What follows belongs to an exercise in optimizing a design on an open flow for small area and a short achievable clock period; a production flow would make more cautious choices. Where RTL was checked, it was by simulation tests only, not by an equivalence proof against the original. No functional check of the RTL was part of run 1.

--- config.mk ---
export PLATFORM = sky130hd
export DESIGN_NAME = rfid_core
export DESIGN_NICKNAME = rfid_core
export VERILOG_FILES = /design/flow/design.v
export SDC_FILE = /design/flow/constraint.sdc
export NUM_CORES = 4
export LEC_CHECK = 0
export CAP_MARGIN = 20
export CORE_MARGIN = 2
export CORE_UTILIZATION = 40
export SLEW_MARGIN = 20
--- constraint.sdc ---
create_clock -name core_clock -period 200.0 [get_ports {clk}]
set_input_delay 40.0000 -clock core_clock [delete_from_list [all_inputs] [get_ports {clk}]]
set_output_delay 40.0000 -clock core_clock [all_outputs]
set_load 0.01 [all_outputs]
--- design.v ---
module rfid_f32div (
    input  wire [25:0] ws_i,
    input  wire [25:0] wc_i,
    input  wire [23:0] nd,
    output wire [25:0] ws_o,
    output wire [25:0] wc_o,
    output wire [7:0]  qp,      
    output wire [7:0]  qm       
);
    wire [26:0] ndx = {3'b111, nd};
    wire [25:0] s  [0:8];
    wire [25:0] c  [0:8];
    assign s[0] = ws_i;
    assign c[0] = wc_i;
    genvar k;
    generate
        for (k = 0; k < 8; k = k + 1) begin : row
            wire [26:0] ys  = {s[k], 1'b0};
            wire [26:0] yc  = {c[k], 1'b0};
            wire [3:0]  est = ys[26:23] + yc[26:23];
            wire        pos = ~est[3];
            wire        neg = est[3] & ~(&est[2:0]);
            wire [26:0] op  = ({27{pos}} & ndx) | ({27{neg}} & ~ndx);
            wire [26:0] sm  = ys ^ yc ^ op;
            wire [26:0] cy  = (ys & yc) | (ys & op) | (yc & op);
            assign s[k+1] = sm[25:0];
            assign c[k+1] = {cy[24:0], neg};
            assign qp[7-k] = pos;
            assign qm[7-k] = neg;
        end
    endgenerate
    assign ws_o = s[8];
    assign wc_o = c[8];
endmodule
module rfid_core (
    input  wire        clk,
    input  wire        reset,               
    input  wire        rx_valid,
    input  wire [7:0]  rx_data,
    input  wire [31:0] now_ms,
    input  wire        adc_dout,
    input  wire [31:0] cfg_debounce_ms,
    input  wire [31:0] cfg_sentinel_tag,
    input  wire [31:0] cfg_scale_divisor,   
    input  wire [31:0] cfg_weight_period_ms,
    input  wire [31:0] cfg_ready_timeout_ms,
    input  wire        cfg_timeout_en,
    output wire        rx_accept,
    output wire        adc_sck,
    output reg         feed_valid,
    output reg  [1:0]  feed_result,
    output reg         decoded_valid,
    output wire [31:0] decoded_tag,
    output wire [7:0]  decoded_version,
    output wire        decoded_ok,
    output reg  [2:0]  diag,
    output reg         scan_valid,
    output wire [31:0] scan_tag,
    output wire [31:0] scan_weight,
    output reg         disp_valid,
    output reg  [1:0]  disp_kind,
    output reg  [1:0]  disp_state,
    output wire [23:0] disp_raw,
    output wire [31:0] disp_grams
);
    localparam [1:0] M_BOOT = 2'd0, M_READY = 2'd1, M_ADC = 2'd2;
    localparam [1:0] P_STARTUP = 2'd0, P_TARE = 2'd1, P_REFRESH = 2'd2;
    localparam [1:0] S_IDLE = 2'd0, S_ACC = 2'd1, S_EXP = 2'd2;
    localparam [1:0] FR_INCOMPLETE = 2'd0, FR_FRAME = 2'd1,
                     FR_OVERFLOW = 2'd2, FR_MALFORMED = 2'd3;
    localparam [2:0] D_NONE = 3'd0, D_OVERFLOW = 3'd1, D_MALFORMED = 3'd2,
                     D_INVHEX = 3'd3, D_CHECKSUM = 3'd4, D_TIMEOUT = 3'd5;
    localparam [1:0] DK_READY = 2'd0, DK_STATE = 2'd1, DK_WEIGHT = 2'd2;
    localparam [7:0] START_MARKER = 8'h02, END_MARKER = 8'h03;
    localparam [31:0] WINDOW_MS = 32'd2000;
    reg [1:0]  mode;
    reg [1:0]  adc_purpose;
    reg [5:0]  adc_phase;        
    reg [23:0] adc_shift;
    reg [3:0]  cursor;
    reg        start_f;          
    reg [39:0] hexsr;            
    reg [7:0]  fold;             
    reg        ok_v, ok_t, ok_a;   
    reg [1:0]  sess_state;
    reg [31:0] session_start_time;
    reg [31:0] last_byte_time;    
    reg        cap_valid;
    reg [31:0] cap_tag;
    reg [23:0] tare_offset;
    reg [31:0] sample_grams;
    reg [31:0] last_refresh_time;  
    reg [31:0] dx;
    reg [4:0]  ed;
    reg        d_done;
    reg [25:0] ws, wc;
    reg [15:0] qph, qmh;
    reg [4:0]  lz;
    reg        hi, sn, nz;
    reg [1:0]  n_mode;
    reg [1:0]  n_adc_purpose;
    reg [5:0]  n_adc_phase;
    reg [23:0] n_adc_shift;
    reg [3:0]  n_cursor;
    reg        n_start_f;
    reg [39:0] n_hexsr;
    reg [7:0]  n_fold;
    reg        n_ok_v, n_ok_t, n_ok_a;
    reg [1:0]  n_sess_state;
    reg [31:0] n_session_start_time;
    reg [31:0] n_last_byte_time;
    reg        n_cap_valid;
    reg [31:0] n_cap_tag;
    reg [23:0] n_tare_offset;
    reg [31:0] n_sample_grams;
    reg [31:0] n_last_refresh_time;
    assign rx_accept = !reset && (mode == M_READY);
    assign adc_sck   = !reset && (mode == M_ADC) && adc_phase[0];
    function [4:0] hexval(input [7:0] c);
        begin
            if (c >= "0" && c <= "9")      hexval = {1'b1, c[3:0]};
            else if (c >= "A" && c <= "F") hexval = {1'b1, c[3:0] + 4'd9};
            else if (c >= "a" && c <= "f") hexval = {1'b1, c[3:0] + 4'd9};
            else                           hexval = 5'd0;
        end
    endfunction
    function [4:0] lzc24(input [23:0] v);
        integer i;
        begin
            lzc24 = 5'd24;
            for (i = 0; i < 24; i = i + 1)
                if (v[i]) lzc24 = 5'd23 - i[4:0];
        end
    endfunction
    wire       is_start = (rx_data == START_MARKER);
    wire       is_end   = (rx_data == END_MARKER);
    wire [4:0] hx       = hexval(rx_data);
    wire [3:0] cur      = is_start ? 4'd0 : cursor;
    wire       fold_ok = (fold == 8'd0);
    wire       dec_ok  = ok_a && fold_ok;
    wire       sent_eq = (hexsr[31:0] == cfg_sentinel_tag);
    assign decoded_tag     = ok_t ? hexsr[31:0] : 32'd0;
    assign decoded_version = ok_v ? hexsr[39:32] : 8'd0;
    assign decoded_ok      = dec_ok;
    wire [31:0] el_sess    = now_ms - session_start_time;
    wire [31:0] el_byte    = now_ms - last_byte_time;
    wire [31:0] el_refresh = now_ms - last_refresh_time;
    wire [31:0] el_wait    = (adc_purpose == P_TARE) ? el_byte : el_refresh;
    wire [23:0] adc_raw = adc_shift ^ 24'h800000;
    wire        sd      = cfg_scale_divisor[31];
    wire [23:0] nd      = dx[31:8];
    wire [23:0] raw_in  = {adc_shift[22:0], adc_dout} ^ 24'h800000;
    wire [24:0] n_in    = {1'b0, raw_in} - {1'b0, tare_offset};
    wire        sn_in   = n_in[24];
    wire [23:0] an_in   = sn_in ? (~n_in[23:0] + 24'd1) : n_in[23:0];
    wire [4:0]  lz_in   = lzc24(an_in);
    wire [23:0] ma_in   = an_in << lz_in;
    wire [24:0] cmp_in  = {1'b0, ma_in} + {1'b1, nd};    
    wire        hi_in   = ~cmp_in[24];
    wire [24:0] a_in    = hi_in ? {1'b0, ma_in} : {ma_in, 1'b0};
    wire [25:0] ws_o, wc_o;
    wire [7:0]  qp, qm;
    rfid_f32div u_div (
        .ws_i (ws), .wc_i (wc), .nd (nd),
        .ws_o (ws_o), .wc_o (wc_o), .qp (qp), .qm (qm)
    );
    wire [25:0] wsum  = ws_o + wc_o;
    wire        wneg  = wsum[25];
    wire [23:0] qlo   = {qph, qp} + ~{qmh, qm} + {23'd0, ~wneg};
    wire [24:0] mq_r  = {1'b0, 1'b1, qlo[23:1]} + {24'd0, qlo[0]};
    wire [7:0]  bexp  = 8'd149 - {3'd0, lz} - {3'd0, ed} + {7'd0, hi}
                        + {7'd0, mq_r[24]};
    wire [31:0] weight = nz ? {sn ^ sd, bexp, mq_r[22:0]} : {sd, 31'd0};
    assign disp_raw    = adc_raw;
    assign disp_grams  = weight;
    assign scan_weight = sample_grams;
    reg capture, tare_req;
    reg [31:0] scan_tag_r;
    assign scan_tag = scan_tag_r;
    always @* begin
        n_mode               = mode;
        n_adc_purpose        = adc_purpose;
        n_adc_phase          = adc_phase;
        n_adc_shift          = adc_shift;
        n_cursor             = cursor;
        n_start_f            = start_f;
        n_hexsr              = hexsr;
        n_fold               = fold;
        n_ok_v               = ok_v;
        n_ok_t               = ok_t;
        n_ok_a               = ok_a;
        n_sess_state         = sess_state;
        n_session_start_time = session_start_time;
        n_last_byte_time     = last_byte_time;
        n_cap_valid          = cap_valid;
        n_cap_tag            = cap_tag;
        n_tare_offset        = tare_offset;
        n_sample_grams       = sample_grams;
        n_last_refresh_time  = last_refresh_time;
        feed_valid    = 1'b0;
        feed_result   = FR_INCOMPLETE;
        decoded_valid = 1'b0;
        diag          = D_NONE;
        scan_valid    = 1'b0;
        disp_valid    = 1'b0;
        disp_kind     = DK_READY;
        disp_state    = S_IDLE;
        capture  = 1'b0;
        tare_req = 1'b0;
        scan_tag_r = cap_tag;
        if (!reset) begin
            case (mode)
            M_BOOT: begin
                n_mode              = M_ADC;
                n_adc_purpose       = P_STARTUP;
                n_adc_phase         = 6'd0;
                n_last_refresh_time = now_ms;
            end
            M_ADC: begin
                if (adc_phase == 6'd0) begin
                    if (!adc_dout) begin
                        n_adc_phase = 6'd1;
                    end else if (cfg_timeout_en && el_wait > cfg_ready_timeout_ms) begin
                        diag   = D_TIMEOUT;
                        n_mode = M_READY;
                        if (adc_purpose == P_STARTUP) begin
                            n_last_refresh_time = now_ms;
                            disp_valid = 1'b1;
                            disp_kind  = DK_READY;
                        end
                    end
                end else if (adc_phase[0]) begin
                    if (adc_phase != 6'd49)
                        n_adc_shift = {adc_shift[22:0], adc_dout};
                    n_adc_phase = adc_phase + 6'd1;
                end else if (adc_phase != 6'd50) begin
                    n_adc_phase = adc_phase + 6'd1;
                end else begin
                    n_mode = M_READY;
                    case (adc_purpose)
                    P_STARTUP: begin
                        n_tare_offset       = adc_raw;
                        n_sample_grams      = {sd, 31'd0};
                        n_last_refresh_time = now_ms;
                        disp_valid = 1'b1;
                        disp_kind  = DK_READY;
                    end
                    P_TARE: begin
                        n_tare_offset = adc_raw;
                    end
                    default: begin
                        n_sample_grams = weight;
                        disp_valid = 1'b1;
                        disp_kind  = DK_WEIGHT;
                    end
                    endcase
                end
            end
            default: begin
                if (rx_valid) begin
                    if (sess_state == S_IDLE) begin
                        n_sess_state         = S_ACC;
                        n_session_start_time = now_ms;
                        n_cap_valid          = 1'b0;
                        disp_valid = 1'b1;
                        disp_kind  = DK_STATE;
                        disp_state = S_ACC;
                    end
                    n_last_byte_time = now_ms;
                    feed_valid = 1'b1;
                    if (cur >= 4'd14) begin
                        n_cursor    = 4'd0;
                        diag        = D_OVERFLOW;
                        feed_result = FR_OVERFLOW;
                    end else if (is_end) begin
                        n_cursor = 4'd0;
                        if (cur == 4'd13) begin
                            feed_result = FR_FRAME;
                            if (start_f) begin
                                decoded_valid = 1'b1;
                                if (!ok_a)
                                    diag = D_INVHEX;
                                else if (!fold_ok)
                                    diag = D_CHECKSUM;
                                if (dec_ok && sess_state != S_EXP) begin
                                    if (sent_eq)
                                        tare_req = 1'b1;
                                    else
                                        capture = 1'b1;
                                end
                            end else begin
                                diag = D_MALFORMED;
                            end
                        end else begin
                            diag        = D_MALFORMED;
                            feed_result = FR_MALFORMED;
                        end
                    end else begin
                        n_cursor    = cur + 4'd1;
                        feed_result = FR_INCOMPLETE;
                        if (cur == 4'd0) begin
                            n_start_f = is_start;
                            n_fold    = 8'd0;
                            n_ok_v    = 1'b1;
                            n_ok_t    = 1'b1;
                            n_ok_a    = 1'b1;
                        end else if (cur <= 4'd12) begin
                            n_fold = {fold[3:0], fold[7:4] ^ hx[3:0]};
                            n_ok_a = ok_a & hx[4];
                            if (cur <= 4'd2)
                                n_ok_v = ok_v & hx[4];
                            else if (cur <= 4'd10)
                                n_ok_t = ok_t & hx[4];
                            if (cur <= 4'd10)
                                n_hexsr = {hexsr[35:0], hx[3:0]};
                        end
                    end
                end
                if (capture) begin
                    n_cap_valid = 1'b1;
                    n_cap_tag   = hexsr[31:0];
                    scan_tag_r  = hexsr[31:0];
                end
                if (sess_state == S_ACC && el_sess > WINDOW_MS) begin
                    n_sess_state = S_EXP;
                    disp_valid = 1'b1;
                    disp_kind  = DK_STATE;
                    disp_state = S_EXP;
                    if (n_cap_valid)
                        scan_valid = 1'b1;
                end else if (sess_state == S_EXP && !rx_valid &&
                             el_byte > cfg_debounce_ms) begin
                    n_sess_state = S_IDLE;
                    n_cap_valid  = 1'b0;
                    disp_valid = 1'b1;
                    disp_kind  = DK_STATE;
                    disp_state = S_IDLE;
                end
                if (tare_req) begin
                    n_mode        = M_ADC;
                    n_adc_purpose = P_TARE;
                    n_adc_phase   = 6'd0;
                end else if (el_refresh >= cfg_weight_period_ms) begin
                    n_last_refresh_time = now_ms;
                    n_mode        = M_ADC;
                    n_adc_purpose = P_REFRESH;
                    n_adc_phase   = 6'd0;
                end
            end
            endcase
        end
    end
    always @(posedge clk) begin
        if (reset) begin
            mode         <= M_BOOT;
            cursor       <= 4'd0;
            sess_state   <= S_IDLE;
            cap_valid    <= 1'b0;
            tare_offset  <= 24'd0;
            sample_grams <= 32'd0;
        end else begin
            mode         <= n_mode;
            cursor       <= n_cursor;
            sess_state   <= n_sess_state;
            cap_valid    <= n_cap_valid;
            tare_offset  <= n_tare_offset;
            sample_grams <= n_sample_grams;
        end
    end
    always @(posedge clk) begin
        adc_purpose        <= n_adc_purpose;
        adc_phase          <= n_adc_phase;
        adc_shift          <= n_adc_shift;
        start_f            <= n_start_f;
        hexsr              <= n_hexsr;
        fold               <= n_fold;
        ok_v               <= n_ok_v;
        ok_t               <= n_ok_t;
        ok_a               <= n_ok_a;
        session_start_time <= n_session_start_time;
        last_byte_time     <= n_last_byte_time;
        cap_tag            <= n_cap_tag;
        last_refresh_time  <= n_last_refresh_time;
    end
    wire        d_inc = dx[7] & ((|dx[6:0]) | dx[8]);
    wire [23:0] d_neg = ~dx[31:8] + {23'd0, ~d_inc};
    always @(posedge clk) begin
        if (reset) begin
            dx     <= sd ? (~cfg_scale_divisor + 32'd1) : cfg_scale_divisor;
            ed     <= 5'd31;
            d_done <= 1'b0;
        end else if (!d_done) begin
            if (!dx[31]) begin
                dx <= {dx[30:0], 1'b0};
                ed <= ed - 5'd1;
            end else begin
                d_done <= 1'b1;
                if ((&dx[31:8]) & d_inc) begin
                    dx[31:8] <= 24'h800000;
                    ed       <= ed + 5'd1;
                end else begin
                    dx[31:8] <= d_neg;
                end
            end
        end
    end
    always @(posedge clk) begin
        if (adc_phase == 6'd47) begin
            ws <= {1'b0, a_in};
            wc <= {2'b11, nd};
            lz <= lz_in;
            hi <= hi_in;
            sn <= sn_in;
            nz <= (an_in != 24'd0) && (adc_purpose != P_STARTUP);
        end else begin
            ws <= ws_o;
            wc <= wc_o;
        end
        qph <= {qph[7:0], qp};
        qmh <= {qmh[7:0], qm};
    end
endmodule
--- run.sh ---
#!/bin/bash
# synth_recipe.tcl (not shown) runs the flow's synth.tcl, then flattens the netlist and writes it again
# the make line also repeats each setting of config.mk as NAME=value (left out here)
make -C /OpenROAD-flow-scripts/flow DESIGN_CONFIG=/design/flow/config.mk WORK_HOME=/design/flow/orfs CLKGATE_MAP_FILE= SYNTH_SCRIPT=/design/flow/synth_recipe.tcl finish
==> results of run 1 <==
==> final cells by class <==
| class | count | share of cell area (%) |
|---|---|---|
| inverter | 506 | 4.25 |
| clock buffer | 65 | 3.04 |
| tap | 1265 | 3.54 |
| multi-input combinational | 3346 | 55.8 |
| antenna | 1 | 0.00560 |
| clock inverter | 29 | 0.842 |
| sequential | 407 | 23.2 |
| timing repair buffer | 434 | 9.40 |
==> path summary, 6_finish.rpt <==
check / slack (ns) / startpoint / endpoint / depth (start not counted)
setup / recovery: 111.24 / now_ms[0] / disp_valid / 37
hold / removal: 0.35 / qmh[1] / qmh[9] / 0
setup reg to reg: 168.28 / wc[22] / sample_grams[25] / 130
hold reg to reg: 0.35 / qmh[1] / qmh[9] / 0
==> cell families (layout without fill, tap and decap cells) <==
logic type | Yosys count | count (layout) | synth area share, %
adders and majority gates | 529 | 529 | 21.2
and+or+nand+nor | 1403 | 1403 | 17.8
AOI/OAI and AO/OA | 1039 | 1039 | 17.2
buffers and inverters | 716 | 1034 | 7.36
other | 0 | 1 | 0
muxes | 96 | 96 | 2.76
xor gates and xnor gates | 279 | 279 | 6.49
DFF | 407 | 407 | 27.2
==> critical path, delay by kind of cell <==
family / cells / cell delay (ns)
fa+ha+maj: 3 / 0.86
simple gates: 6 / 1.35
compound gates: 22 / 4.96
mux: 1 / 0.29
buf+inv: 4 / 1.15
xor+xnor: 1 / 0.11
==> sequential cells by signal (all words and copies together) (netlist names), 16 cells and up <==
signal / cells
hexsr: 40
cap_tag: 32
dx: 32
last_byte_time: 32
last_refresh_time: 32
sample_grams: 32
session_start_time: 32
wc: 26
ws: 26
adc_shift: 24
tare_offset: 24
qmh: 16
qph: 16
==> synth_stat cells, drive strengths merged, types with 76 or more instances <==
cell type | instances | area share [%]
edfxtp | 220 | 17
nor3 | 89 | 1.3
nand2 | 400 | 4.0
o21ai | 241 | 3.3
and2 | 76 | 1.3
inv | 504 | 5.0
dfxtp | 187 | 9.9
xor2 | 84 | 2.0
fa | 193 | 10
a21oi | 396 | 5.3
xnor2 | 195 | 4.5
nor2 | 411 | 4.1
ha | 336 | 11
clkbuf | 156 | 1.5
==> layer usage <==
layer / vias up / track usage (%)
met1: 15400 / 31.8
met4: 16 / 6.38
met2: 885 / 39.5
li1: 16000 / -
met5: - / 0
met3: 161 / 4.15
==> run notes, run 1 <==
FF+latch area=slightly above 10,000 um^2; crit end category=primary output; initial antenna violation count=11; CTS clock-pin slew for the worst setup and hold paths=around 0.060 ns; CP max stage delay=approximately 0.80 ns; layout cells sized above 1=about 5.6%; CP max FO=5; Hold Crit Class=reg2reg; max-slew violations=0; Final ANT Viol Nets=0; library cells used by synthesis=around 110; final setup TNS=0 ns; Post-synth EDFFs=220; global-route wire length before repair=around 180 mm; vias in the first global route=~32,000; most frequent cells in the layout=inv_1, nor2_1, nand2_1; Final nets=5,479; GR Overflow Total=0; yosys warns=2; Fill cells=a little over 9,000; CTS Hold Bufs=0; relative slew slack=a little under a quarter; most common cell after layout, fill and taps aside=inv_1; cell area after layout=44,700 um^2; status=timing/DRC/antenna clean; CTS tree=done; DIE WIDTH=about 310 um; length of routed wiring on met1=52.5 mm; startpoint class of the critical path=input port; Yosys reg bits=407; die extent in y=312 um; final setup fails=0; Hold Fails Final Rpt=0; Critical Path RT=around 160 ns; Post-Synthesis Cells=about 4,500; post-route clock skew=around 0.03 ns; Post-DP Area=43,000 um^2; Seq/Total Area, Yosys=between 20% and 30%; Synthesized Nets=around 5,200; Initial DRC Count=around 2,300; DR DRC count=0; router iterations before antenna repair=6; largest net degree at the start of global routing=76; setup ws final=between 100 and 150 ns; ys flop type=edfxtp_1; maxcap violations=0; RSZ-0062 raised after global routing=no; DRT Wirelength=117 mm; H-tree depth=2; slowest CP cell=a2111oi_0; CTS root buf=clkbuf_16; vias=about 32,000; Placed Cells=a little under 6,000; routability cong.=around 0.92; cts bufs inserted=50; syn_area_per_cell=about 8.5 um^2; period utilisation layout=~44%; WL per Instance=19.4 um; worst-margin pin slew=1.15 ns; multi-input logic area=roughly 25,000 um^2; f_max=about 0.011 GHz; post-cts gate resize count=0; Site Rows=~110; Starting Density=between 40% and 50%; non-filler instance count after layout=between 6,000 and 7,000; Layout area overhead=17.6%; pre-CTS setup slack=111.35 ns; final hold slack=around 0.35 ns; I/O pin cnt=between 300 and 400; gr usage total=approximately a quarter; WL met2=between 50 and 60 mm; Core Util, Final=a little under half; Die ar.=97,500 um^2; Synth async-reset ratio=0%; final critical path time including I/O delays and setup=just under 90 ns; post-DR vias/cell=about 5.4; Clock Sinks=approximately 410; IO buf count=380; CORE AREA=approximately 95,000 um^2; hpwl dp=92.1 mm; clock buffer depth=3; clock latency on the worst-skew pair=roughly 0.65 ns; met3 routed WL=6.91 mm; Data arrival, critical path=between 40 and 50 ns; Post-CTS Setup Inserts=0; WS Path Type=in2out; cell area after synthesis=between 30,000 and 40,000 um^2; DR top layer=met5
==> run 2, diff against run 1 <==
--- a/design.v
+++ b/design.v
@@ -34,2 +34,37 @@
 endmodule
+module rfid_add #(parameter W = 8) (
+    input  wire [W-1:0] a,
+    input  wire [W-1:0] b,
+    input  wire         ci,
+    output wire [W-1:0] s,
+    output wire         co
+);
+    wire [W:0] c;
+    assign c[0] = ci;
+    genvar i;
+    generate
+        for (i = 0; i < W; i = i + 1) begin : bit_
+            assign s[i]   = a[i] ^ b[i] ^ c[i];
+            assign c[i+1] = (a[i] & b[i]) | (a[i] & c[i]) | (b[i] & c[i]);
+        end
+    endgenerate
+    assign co = c[W];
+endmodule
+module rfid_inc #(parameter W = 8) (
+    input  wire [W-1:0] a,
+    input  wire         ci,
+    output wire [W-1:0] s,
+    output wire         co
+);
+    wire [W:0] c;
+    assign c[0] = ci;
+    genvar i;
+    generate
+        for (i = 0; i < W; i = i + 1) begin : bit_
+            assign s[i]   = a[i] ^ c[i];
+            assign c[i+1] = a[i] & c[i];
+        end
+    endgenerate
+    assign co = c[W];
+endmodule
 module rfid_core (
@@ -144,6 +179,15 @@
     assign decoded_ok      = dec_ok;
-    wire [31:0] el_sess    = now_ms - session_start_time;
-    wire [31:0] el_byte    = now_ms - last_byte_time;
-    wire [31:0] el_refresh = now_ms - last_refresh_time;
-    wire [31:0] el_wait    = (adc_purpose == P_TARE) ? el_byte : el_refresh;
+    wire [31:0] t_base = (mode == M_READY) ?
+                         ((sess_state == S_ACC) ? session_start_time : last_byte_time) :
+                         ((adc_purpose == P_TARE) ? last_byte_time : last_refresh_time);
+    wire [31:0] t_lim  = (mode == M_READY) ? cfg_debounce_ms : cfg_ready_timeout_ms;
+    wire [31:0] el     = now_ms - t_base;
+    wire        el_win = el > WINDOW_MS;
+    wire        el_lim = el > t_lim;
+    wire [31:0] el_refresh;
+    wire        rf_c0, rf_due;
+    wire [31:0] nlr = ~last_refresh_time;
+    wire [31:0] nwp = ~cfg_weight_period_ms;
+    rfid_add #(32) u_elr (.a (now_ms), .b (nlr), .ci (1'b1), .s (el_refresh), .co (rf_c0));
+    rfid_add #(32) u_rfc (.a (el_refresh), .b (nwp), .ci (1'b1), .s (), .co (rf_due));
     wire [23:0] adc_raw = adc_shift ^ 24'h800000;
@@ -152,9 +196,12 @@
     wire [23:0] raw_in  = {adc_shift[22:0], adc_dout} ^ 24'h800000;
-    wire [24:0] n_in    = {1'b0, raw_in} - {1'b0, tare_offset};
-    wire        sn_in   = n_in[24];
-    wire [23:0] an_in   = sn_in ? (~n_in[23:0] + 24'd1) : n_in[23:0];
+    wire [23:0] n_in;
+    wire        n_c;
+    rfid_add #(24) u_nin (.a (raw_in), .b (~tare_offset), .ci (1'b1), .s (n_in), .co (n_c));
+    wire        sn_in   = ~n_c;
+    wire [23:0] an_in;
+    rfid_inc #(24) u_abs (.a (n_in ^ {24{sn_in}}), .ci (sn_in), .s (an_in), .co ());
     wire [4:0]  lz_in   = lzc24(an_in);
     wire [23:0] ma_in   = an_in << lz_in;
-    wire [24:0] cmp_in  = {1'b0, ma_in} + {1'b1, nd};    
-    wire        hi_in   = ~cmp_in[24];
+    wire        hi_in;                                  
+    rfid_add #(24) u_cmp (.a (ma_in), .b (nd), .ci (1'b0), .s (), .co (hi_in));
     wire [24:0] a_in    = hi_in ? {1'b0, ma_in} : {ma_in, 1'b0};
@@ -166,8 +213,12 @@
     );
-    wire [25:0] wsum  = ws_o + wc_o;
-    wire        wneg  = wsum[25];
-    wire [23:0] qlo   = {qph, qp} + ~{qmh, qm} + {23'd0, ~wneg};
-    wire [24:0] mq_r  = {1'b0, 1'b1, qlo[23:1]} + {24'd0, qlo[0]};
+    wire        w_c;
+    rfid_add #(25) u_wsg (.a (ws_o[24:0]), .b (wc_o[24:0]), .ci (1'b0), .s (), .co (w_c));
+    wire        wneg  = ws_o[25] ^ wc_o[25] ^ w_c;
+    wire [23:0] qlo;
+    rfid_add #(24) u_q (.a ({qph, qp}), .b (~{qmh, qm}), .ci (~wneg), .s (qlo), .co ());
+    wire [23:0] mq_r;
+    wire        mq_c;
+    rfid_inc #(24) u_rnd (.a ({1'b1, qlo[23:1]}), .ci (qlo[0]), .s (mq_r), .co (mq_c));
     wire [7:0]  bexp  = 8'd149 - {3'd0, lz} - {3'd0, ed} + {7'd0, hi}
-                        + {7'd0, mq_r[24]};
+                        + {7'd0, mq_c};
     wire [31:0] weight = nz ? {sn ^ sd, bexp, mq_r[22:0]} : {sd, 31'd0};
@@ -222,3 +273,3 @@
                         n_adc_phase = 6'd1;
-                    end else if (cfg_timeout_en && el_wait > cfg_ready_timeout_ms) begin
+                    end else if (cfg_timeout_en && el_lim) begin
                         diag   = D_TIMEOUT;
@@ -323,3 +374,3 @@
                 end
-                if (sess_state == S_ACC && el_sess > WINDOW_MS) begin
+                if (sess_state == S_ACC && el_win) begin
                     n_sess_state = S_EXP;
@@ -330,4 +381,3 @@
                         scan_valid = 1'b1;
-                end else if (sess_state == S_EXP && !rx_valid &&
-                             el_byte > cfg_debounce_ms) begin
+                end else if (sess_state == S_EXP && !rx_valid && el_lim) begin
                     n_sess_state = S_IDLE;
@@ -342,3 +392,3 @@
                     n_adc_phase   = 6'd0;
-                end else if (el_refresh >= cfg_weight_period_ms) begin
+                end else if (rf_due) begin
                     n_last_refresh_time = now_ms;
@@ -385,6 +435,9 @@
     wire        d_inc = dx[7] & ((|dx[6:0]) | dx[8]);
-    wire [23:0] d_neg = ~dx[31:8] + {23'd0, ~d_inc};
+    wire [23:0] d_neg;
+    rfid_inc #(24) u_dng (.a (~dx[31:8]), .ci (~d_inc), .s (d_neg), .co ());
+    wire [31:0] d_abs;
+    rfid_inc #(32) u_dab (.a (cfg_scale_divisor ^ {32{sd}}), .ci (sd), .s (d_abs), .co ());
     always @(posedge clk) begin
         if (reset) begin
-            dx     <= sd ? (~cfg_scale_divisor + 32'd1) : cfg_scale_divisor;
+            dx     <= d_abs;
             ed     <= 5'd31;
==> flow/run.sh (new file) <==
#!/bin/bash
# Standard layout, with plain buf_1 cells as the port buffers.
set -euo pipefail
export BUFFER_PORTS_ARGS="-buffer_cell sky130_fd_sc_hd__buf_1"
bash standard.sh > standard_flow.log 2>&1
==> standard.sh (new file) <==
#!/bin/bash
# synth_recipe.tcl (not shown) runs the flow's synth.tcl, then flattens the netlist and writes it again
# the make line also repeats each setting of config.mk as NAME=value (left out here)
make -C /OpenROAD-flow-scripts/flow DESIGN_CONFIG=/design/flow/config.mk WORK_HOME=/design/flow/orfs CLKGATE_MAP_FILE= SYNTH_SCRIPT=/design/flow/synth_recipe.tcl "${@:-finish}"
--- a/config.mk
+++ b/config.mk
@@ -9,3 +9,4 @@
 export CORE_MARGIN = 2
-export CORE_UTILIZATION = 40
+export CORE_UTILIZATION = 60
+export CTS_BUF_LIST = sky130_fd_sc_hd__clkbuf_4
 export SLEW_MARGIN = 20
removed: run.sh
==> run 2 against run 1 <==
Still clean. Sequential share of layout area up 5.2 points. Flip-flop and latch count unchanged. Critical endpoint unchanged. Highest routed layer unchanged.
==> run notes, run 2 <==
routability cong.=0.980 (+6.1%); RSZ-0062 raised after global routing=no; syn_area_per_cell=9.31 um^2 (+9.4%); Post-CTS Setup Inserts=0 (unchanged); WL per Instance=20.3 um (+4.8%); Worst Hold Path EP=qmh[12]; CTS tree=done; Largest register FFs=40 (unchanged); Hold Fails Final Rpt=0 (unchanged); FF-to-FF setup slack=163.05 ns (-5.23 ns); GRT busiest layer=met2; CTS clock-pin slew for the worst setup and hold paths=0.06 ns (about the same); Synth top cells by count=inv_1, nor2_1, nand2_1, a21oi_1, fa_1; Most Frequent Cell on Critical Path=o21ai_0; CTS Hold Bufs=0 (unchanged); Starting Density=60.6% (+20 points); router iterations before antenna repair=6 (unchanged); ys flop type=edfxtp_1; Yosys reg bits=407 (unchanged); Initial DRC Count=2,480 (+7.6%); Hold Crit Class=reg2reg; DR DRC count=0 (unchanged); GRT met2 Usage=52.8% (+13 points); worst-margin pin slew=1.11 ns (-0.0336 ns); I/O pin cnt=381 (unchanged); non-filler instance count after layout=4,726 (-22%); relative slew slack=25.1% (+2.4 points); Final nets=4,558 (-17%); CP max FO=4 (-1); gr usage total=33.1% (+9.3 points); R2R Path Start=wc[24]; layout cells sized above 1=7.58% (+2.0 points); IO buf count=380 (unchanged); DIE WIDTH=240 um (-23%); largest register by flop count=hexsr; Placed Cells=4,514 (-24%); Synth async-reset ratio=0% (unchanged); max-slew violations=0 (unchanged); Final ANT Viol Nets=0 (unchanged); initial antenna violation count=9 (-2); clock buffer depth=3 (unchanged); vias=28,200 (-13%); Die ar.=57,400 um^2 (-41%); CTS root buf=clkbuf_4; DRT Wirelength=96.1 mm (-18%); Area contributors post-synth=edfxtp_1, fa_1, dfxtp_1; post-DR vias/cell=5.96 (+11%); CP max stage delay=0.44 ns (-0.36 ns); Seq/Total Area, Yosys=31.1% (+3.9 points); cts bufs inserted=110 (+120%); slowest CP cell=fa_1; yosys warns=2 (unchanged); Layout area overhead=9.59%; library cells used by synthesis=98 (-10%); CORE AREA=55,000 um^2 (-42%); top-count cell post-synth=inv_1; final setup TNS=0 ns (unchanged); Critical Path RT=160.00 ns (about the same); f_max=0.0116 GHz (+3.0%); Post-Synthesis Cells=3,578 (-20%); grt met1 use=46.5% (+15 points); WS Path Type=in2out; Post-synth EDFFs=220 (unchanged); most common cell after layout, fill and taps aside=buf_1; cell area after synthesis=33,300 um^2 (-12%); hpwl dp=73.2 mm (-21%); Data arrival, critical path=46.14 ns (-2.62 ns); critical hold path startpoint=qmh[4]; final critical path time including I/O delays and setup=86.15 ns (-2.61 ns); period utilisation layout=43.1% (-1.3 points); Reg-to-Reg End=sample_grams[28]; die extent in y=240 um (-23%); global-route wire length before repair=149 mm (-19%); setup ws final=113.86 ns (+2.61 ns); Site Rows=86 (-24%); hold depth=0 (unchanged); status=timing/DRC/antenna clean; final hold slack=0.357 ns (+0.00712 ns); final setup fails=0 (unchanged); Clock Sinks=407 (unchanged); top cell type's share of synthesized area=19.8% (+2.5 points); largest net degree at the start of global routing=84 (+11%); most frequent cells in the layout=buf_1, inv_1, nor2_1; Reg2Reg Depth=123 (-5.4%); maxcap violations=0 (unchanged); Synthesized Nets=4,258 (-18%); pre-CTS setup slack=113.90 ns (+2.54 ns); Core Util, Final=66.4% (+19 points); GR Overflow Total=0 (unchanged); crit end category=primary output; vias in the first global route=27,500 (-13%); largest area contributor in the netlist=edfxtp_1; startpoint class of the critical path=input port; post-route clock skew=0.0630 ns (+0.0329 ns); clock latency on the worst-skew pair=0.91 ns (+0.26 ns); GR Util met3=5.83% (+1.7 points); H-tree depth=3 (+1); post-cts gate resize count=0 (unchanged)
run 2: cell types whose count changed after synthesis, moves of 35 or more:
cell / previous run / this run
a21oi_1: 391 / 262
o21ai_0: 216 / 179
a21o_1: 73 / 28
xnor2_1: 193 / 58
ha_1: 336 / 218
fa_1: 193 / 257
a222oi_1: 0 / 35
nand2_1: 399 / 291
inv_1: 503 / 344
nor2_1: 411 / 334
nand4_1: 61 / 26
run 2: cells by family (layout without fill, tap and decap cells):
group                    count (synthesis)  after routing  synth area share, %
flip-flops                             407            407                 31.1
adder cells (fa/ha/maj)                500            500                 24.4
AO/OA/AOI/OAI                          779            779                 14.9
buffers and inverters                  579            971                 6.85
XOR/XNOR                               174            174                 4.66
multiplexers                           109            109                 3.45
AND/OR/NAND/NOR                       1030           1030                 14.6
other                                    0              8                    0
run 2: worst max-delay path: cells and delay by family:
family	cells	cell delay, ns
buffers and inverters	5	0.47
adders and majority gates	3	0.87
and+or+nand+nor	8	0.82
AOI/OAI and AO/OA	21	3.97
run 2: final cells by class:
cell class,count,area [um^2]
antenna,8,20.0
clock buffer,145,1090
clock inverter,59,283
fill,4638,18500
inverter,348,1310
multi-input combinational,2592,20800
sequential,407,10300
tap,748,936
timing repair buffer,419,1750
run 2: worst max-delay path by stage:
stage,endpoint,startpoint,slack [ns]
floorplan,disp_valid,now_ms[0],114.88
global placement,disp_valid,now_ms[0],113.96
detailed placement,disp_valid,now_ms[0],113.90
CTS,disp_valid,now_ms[0],113.88
global route,disp_valid,now_ms[0],113.26
finish,disp_valid,now_ms[0],113.86
run 2: metrics by stage:
| stage | cell area [um^2] |
|---|---|
| after CTS | 36500 |
| after detailed placement | 35100 |
| after global placement | 35000 |
| after floorplan | 33300 |
| final | 36500 |
| after global routing | 36500 |
run 2: layer usage:
metal  up-vias  share of wire (%)
met5         -              0.081
met4        12                2.2
met3       181                8.2
met2      1240                 47
met1     13700                 43
li1      13100                  -
==> run 3, diff against run 2 <==
==> run.sh (new file) <==
#!/bin/bash
# synth_recipe.tcl (not shown) runs the flow's synth.tcl, then flattens the netlist and writes it again
# the make line also repeats each setting of config.mk as NAME=value (left out here)
make -C /OpenROAD-flow-scripts/flow DESIGN_CONFIG=/design/flow/config.mk WORK_HOME=/design/flow/orfs CLKGATE_MAP_FILE= SYNTH_SCRIPT=/design/flow/synth_recipe.tcl finish
removed: flow/run.sh
removed: standard.sh
==> run 3 against run 2 <==
Final cell count is 0.25% lower. Cell area is 6.6% higher. Core utilization is 4.4 points higher. Non-clock buffer count is 1 higher. Critical path type unchanged. Largest cell class unchanged. Critical endpoint unchanged. Flip-flop and latch count stayed put. Die area stayed put. Synthesized area stayed put. Sequential share of layout area is 1.7 points lower. Highest routed layer unchanged. Via count is 0.74% higher. Still clean.
==> run notes, run 3 <==
Clock Sinks=407 (unchanged); most common cell after layout, fill and taps aside=clkdlybuf4s50_1; Starting Density=60.6% (unchanged); CORE AREA=55,000 um^2 (unchanged); Hold Crit Class=reg2reg; Synthesized Nets=4,258 (unchanged); multi-input logic area=20,800 um^2 (about the same); Post-synth EDFFs=220 (unchanged); Site Rows=86 (unchanged); most frequent cells in the layout=clkdlybuf4s50_1, inv_1, nor2_1; largest net degree at the start of global routing=117 (+39%); yosys warns=2 (unchanged); CP max stage delay=0.51 ns (+0.07 ns); CTS Hold Bufs=0 (unchanged); syn_area_per_cell=9.31 um^2 (unchanged); CP Buf/Inv Count=5 (unchanged); CTS tree=done; RSZ-0062 raised after global routing=no; f_max=0.0115 GHz (-0.85%); top cell family by delay on the critical path=compound AO/OA/AOI/OAI gates; Hold Fails Final Rpt=0 (unchanged); top-count cell post-synth=inv_1; Initial DRC Count=2,890 (+17%); clock buffer depth=3 (unchanged); final critical path time including I/O delays and setup=86.88 ns (+0.735 ns); cts bufs inserted=108 (-1.8%); Fill cells=4,276 (-7.8%); post-DR vias/cell=6.02 (+1.0%); slowest CP cell=clkdlybuf4s50_1; gr usage total=34.1% (+0.97 points); routability cong.=1.04 (+5.7%); library cells used by synthesis=98 (unchanged); Critical Path RT=160.00 ns (about the same); Post-Synthesis Cells=3,578 (unchanged); die extent in y=240 um (unchanged); Synth top cells by count=inv_1, nor2_1, nand2_1, a21oi_1, fa_1; H-tree depth=3 (unchanged); max-slew violations=0 (unchanged); Most Frequent Cell on Critical Path=o21ai_0; DIE WIDTH=240 um (unchanged); cell area after synthesis=33,300 um^2 (unchanged); Seq/Total Area, Yosys=31.1% (unchanged); DRT Wirelength=98.5 mm (+2.5%); final setup fails=0 (unchanged); DR DRC count=0 (unchanged); Synth async-reset ratio=0% (unchanged); I/O pin cnt=381 (unchanged); post-route clock skew=0.127 ns (+0.0642 ns); largest area contributor in the netlist=edfxtp_1; global-route wire length before repair=153 mm (+2.6%); Layout area overhead=16.8%; setup ws final=113.12 ns (-0.735 ns); top cell type's share of synthesized area=19.8% (unchanged); maxcap violations=0 (unchanged); final setup TNS=0 ns (unchanged); Final nets=4,557 (-0.022%); Post-CTS Setup Inserts=0 (unchanged); FF+latch area=10,300 um^2 (unchanged); crit end category=primary output; pre-CTS setup slack=113.18 ns (-0.721 ns); IO buf count=380 (unchanged); Die ar.=57,400 um^2 (unchanged); WL per Instance=20.9 um (+2.7%); Final ANT Viol Nets=0 (unchanged); startpoint class of the critical path=input port; layout cells sized above 1=7.95% (+0.37 points); hpwl dp=75.1 mm (+2.6%); worst-margin pin slew=1.09 ns (-0.0248 ns); CTS clock-pin slew for the worst setup and hold paths=0.07 ns (about the same); Area contributors post-synth=edfxtp_1, fa_1, dfxtp_1; vias=28,400 (+0.74%); router iterations before antenna repair=9 (+3); post-cts gate resize count=0 (unchanged); GR Overflow Total=0 (unchanged); Yosys reg bits=407 (unchanged); status=timing/DRC/antenna clean; CP max FO=4 (unchanged); vias in the first global route=28,200 (+2.7%); period utilisation layout=43.4% (+0.37 points); largest register by flop count=hexsr; WS Path Type=in2out; initial antenna violation count=9 (unchanged); ys flop type=edfxtp_1; CTS root buf=clkbuf_4; relative slew slack=26.8% (+1.7 points); Data arrival, critical path=46.88 ns (+0.74 ns); Largest register FFs=40 (unchanged); clock latency on the worst-skew pair=0.92 ns (about the same)
## run 3: cell count changes in the layout (fill, tap and decap cells not counted), sizes merged
| cell | delta |
|---|---|
| diode | -5 |
| clkdlybuf4s50 | +378 |
| clkinv | -30 |
| buf | -375 |
| clkbuf | +22 |
| inv | -2 |
## run 3: routing by layer
metal	vias to the layer above	track usage (%)	share of wire [%]
met5	-	0	0.084
met4	12	10.9	2.6
met3	210	6.79	8.9
met2	1348	54.5	47
met1	13800	46.7	41
li1	13000	-	-
## run 3: cell families (layout without fill, tap and decap cells)
logic type	Yosys count	count (layout)	synth area share, %
and+or+nand+nor	1030	1030	14.6
DFF	407	407	31.1
other	0	3	0
xor gates and xnor gates	174	174	4.66
muxes	109	109	3.45
AOI/OAI and AO/OA	779	779	14.9
buffers and inverters	579	964	6.85
adders and majority gates	500	500	24.4
## run 3: per-stage QoR
stage	utilization [%]	cells	hold slack, ns	instance area [um^2]
2_1_floorplan	-	3578	0.331	33300
3_3_place_gp	68.1	4514	0.339	37400
3_5_place_dp	68.1	4514	0.343	37400
4_1_cts	70.6	4710	0.334	38800
5_1_grt	70.7	4712	0.337	38900
6_report	70.7	4714	0.324	38900
## run 3: path summary, 6_finish.rpt
| check | start | to | slack, ns | cells past startpoint |
|---|---|---|---|---|
| hold reg to reg | qmh[2] | qmh[10] | 0.32 | 0 |
| hold / removal | qmh[2] | qmh[10] | 0.32 | 0 |
| setup reg to reg | wc[24] | sample_grams[28] | 162.59 | 120 |
| setup / recovery | now_ms[0] | disp_valid | 113.12 | 37 |
## run 3: layout make-up
cell class / instances / share of cell area [%]
sequential: 407 / 26.6
multi-input combinational: 2592 / 53.4
inverter: 348 / 3.36
clock buffer: 169 / 3.26
timing repair buffer: 420 / 10.6
clock inverter: 27 / 0.383
antenna: 3 / 0.0193
tap: 748 / 2.41
==> run 4, diff against run 3 <==
==> flow/run.sh (new file) <==
#!/bin/bash
# Standard layout, with plain buf_1 cells as the port buffers and no CTS
# dummy loads.
set -euo pipefail
export BUFFER_PORTS_ARGS="-buffer_cell sky130_fd_sc_hd__buf_1"
export CTS_ARGS="-sink_clustering_enable -repair_clock_nets -dont_use_dummy_load -buf_list sky130_fd_sc_hd__clkbuf_4"
bash standard.sh > standard_flow.log 2>&1
==> standard.sh (new file) <==
#!/bin/bash
# synth_recipe.tcl (not shown) runs the flow's synth.tcl, then flattens the netlist and writes it again
# the make line also repeats each setting of config.mk as NAME=value (left out here)
make -C /OpenROAD-flow-scripts/flow DESIGN_CONFIG=/design/flow/config.mk WORK_HOME=/design/flow/orfs CLKGATE_MAP_FILE= SYNTH_SCRIPT=/design/flow/synth_recipe.tcl "${@:-finish}"
removed: run.sh
==> run 4 against run 3 <==
Still clean on timing, DRC and antenna. Maximum frequency increased by 0.87%. Clock skew decreased by 0.024 ns. Die area unchanged. Count of clock-buffer cells in the layout down 59. First-iteration DRC count is 17% lower. Synthesized area stayed put. Wire length shrank 3.2%. Critical path depth unchanged. Register-to-register slack gained 0.52 ns.
==> run notes, run 4 <==
final setup fails=0 (unchanged); initial antenna violation count=10 (+1); relative slew slack=26.1% (-0.65 points); DR DRC count=0 (unchanged); Largest register FFs=40 (unchanged); yosys warns=2 (unchanged); Core Util, Final=65.4% (-5.3 points); ys flop type=edfxtp_1; Starting Density=60.6% (unchanged); Synthesized Nets=4,258 (unchanged); final hold slack=0.346 ns (+0.0219 ns); DRT Wirelength=95.3 mm (-3.2%); max-slew violations=0 (unchanged); layout cells sized above 1=6.35% (-1.6 points); clock buffer depth=3 (unchanged); clock latency on the worst-skew pair=0.88 ns (-0.04 ns); crit end category=primary output; final critical path time including I/O delays and setup=86.13 ns (-0.747 ns); WL per Instance=20.6 um (-1.5%); Clock Sinks=407 (unchanged); router iterations before antenna repair=8 (-1); global-route wire length before repair=148 mm (-3.2%); vias=27,900 (-1.6%); Hold Fails Final Rpt=0 (unchanged); Final nets=4,558 (+0.022%); Synth top cells by count=inv_1, nor2_1, nand2_1, a21oi_1, fa_1; RSZ-0062 raised after global routing=no; hpwl dp=73.2 mm (-2.6%); Data arrival, critical path=46.13 ns (-0.75 ns); period utilisation layout=43.1% (-0.37 points); Synth async-reset ratio=0% (unchanged); hold depth=0 (unchanged); I/O pin cnt=381 (unchanged); status=timing/DRC/antenna clean; Post-Synthesis Cells=3,578 (unchanged); post-cts gate resize count=0 (unchanged); top-count cell post-synth=inv_1; Final ANT Viol Nets=0 (unchanged); largest net degree at the start of global routing=84 (-28%); Post-CTS Setup Inserts=0 (unchanged); Yosys reg bits=407 (unchanged); Seq/Total Area, Yosys=31.1% (unchanged); Critical Path RT=160.00 ns (about the same); die extent in y=240 um (unchanged); final setup TNS=0 ns (unchanged); library cells used by synthesis=98 (unchanged); largest area contributor in the netlist=edfxtp_1; CTS root buf=clkbuf_4; syn_area_per_cell=9.31 um^2 (unchanged); H-tree depth=3 (unchanged); top cell type's share of synthesized area=19.8% (unchanged); most common cell after layout, fill and taps aside=buf_1; WS Path Type=in2out; post-DR vias/cell=6.03 (+0.18%); Site Rows=86 (unchanged); GR Overflow Total=0 (unchanged); Post-synth EDFFs=220 (unchanged); vias in the first global route=27,300 (-3.3%); CTS tree=done; DIE WIDTH=240 um (unchanged); routability cong.=0.980 (-5.4%); Die ar.=57,400 um^2 (unchanged); Initial DRC Count=2,386 (-17%); worst-margin pin slew=1.10 ns (+0.00971 ns); CP max stage delay=0.43 ns (-0.08 ns); f_max=0.0116 GHz (+0.87%); IO buf count=380 (unchanged); cts bufs inserted=110 (+1.9%); maxcap violations=0 (unchanged); Reg2Reg Depth=123 (+2.5%); Area contributors post-synth=edfxtp_1, fa_1, dfxtp_1; Layout area overhead=7.95%; CORE AREA=55,000 um^2 (unchanged); largest register by flop count=hexsr; Most Frequent Cell on Critical Path=o21ai_0; Hold Crit Class=reg2reg; CP max FO=4 (unchanged); CTS clock-pin slew for the worst setup and hold paths=0.06 ns (about the same); most frequent cells in the layout=buf_1, inv_1, nor2_1; startpoint class of the critical path=input port; slowest CP cell=fa_1; CTS Hold Bufs=0 (unchanged); cell area after synthesis=33,300 um^2 (unchanged); gr usage total=32.9% (-1.2 points); post-route clock skew=0.103 ns (-0.0243 ns)
## run 4: cell types whose count changed in the layout (fill, tap and decap cells not counted), moves of 2 or more
| cell | change |
|---|---|
| clkbuf_4 | -58 |
| buf_1 | +378 |
| clkinv_2 | -2 |
| clkinv_1 | -21 |
| diode_2 | +5 |
| clkdlybuf4s50_1 | -378 |
| inv_6 | -3 |
| buf_4 | -2 |
## run 4: final cells by class
type | instances | area (um^2)
clock buffer | 110 | 826
multi-input combinational | 2592 | 20800
antenna | 8 | 20.0
tap | 748 | 936
sequential | 407 | 10300
fill | 4690 | 19000
timing repair buffer | 419 | 1750
inverter | 348 | 1310
## run 4: through the flow
step / setup WS [ns] / instances / cell area (um^2)
finish: 113.87 / 4632 / 35900
floorplan: 114.88 / 3578 / 33300
CTS: 113.88 / 4624 / 35900
global placement: 113.96 / 4512 / 35000
global route: 113.26 / 4630 / 35900
detailed placement: 113.90 / 4514 / 35100
## run 4: kinds of logic after synthesis
logic type	synth area share, %
muxes	3.45
xor gates and xnor gates	4.66
AOI/OAI and AO/OA	14.9
and+or+nand+nor	14.6
DFF	31.1
adders and majority gates	24.4
buffers and inverters	6.85
## run 4: routing by layer
metal  up-vias  global-route usage (%)  wire length (um)
li1      13000                       -                 -
met1     13600                    46.4             40800
met2      1216                    52.3             44700
met3       176                    5.52              7620
met4        12                    9.55              2060
met5         -                       0                75
## run 4: final timing paths
path / endpoint / slack (ns) / startpoint
setup / recovery: disp_valid / 113.87 / now_ms[0]
hold / removal: qmh[9] / 0.35 / qmh[1]
setup reg to reg: sample_grams[28] / 163.11 / ws[24]
hold reg to reg: qmh[9] / 0.35 / qmh[1]
## run 4: worst max-delay path: cells and delay by family
kind	cells	cell delay (ns)
AO/OA/AOI/OAI	21	4.00
adder cells (fa/ha/maj)	3	0.86
AND/OR/NAND/NOR	8	0.82
buffers and inverters	5	0.45

static timing again, ports no longer ideal:
Ports are ideal in the flow. The routed layouts listed here were re-timed in OpenROAD.
Step 1 (the two cells are an assumption about what drives the block):
set clk [get_ports {clk}]
set_driving_cell -lib_cell sky130_fd_sc_hd__clkbuf_16 $clk
set_driving_cell -lib_cell sky130_fd_sc_hd__buf_2 [delete_from_list [all_inputs] $clk]
Step 2 also shifts input and output timing later by t, the mid clock arrival at the registers, as if the neighbouring blocks saw the same clock.
a / b / c = ideal / step 1 / step 2; a / b = the first two.
run	shift t [ns]	setup WS [ns]	hold slack, ns	latest minus earliest clock arrival (ns)	cell pins on the clock port's net
run 1	0.708	111.243 / 111.214 / 111.214	0.350 / 0.350 / 0.350	0.031 / 0.031	1
run 2	0.934	113.855 / 113.812 / 113.812	0.357 / 0.357 / 0.357	0.071 / 0.070	1
run 3	0.918	113.120 / 113.065 / 113.065	0.324 / 0.324 / 0.324	0.129 / 0.130	1
run 4	0.887	113.867 / 113.824 / 113.824	0.346 / 0.346 / 0.346	0.109 / 0.109	1
After both steps every run listed still meets setup and hold. The setup slack of run 3, which loses most, moves by -0.055 ns with the drivers and by -0.055 ns with both steps.
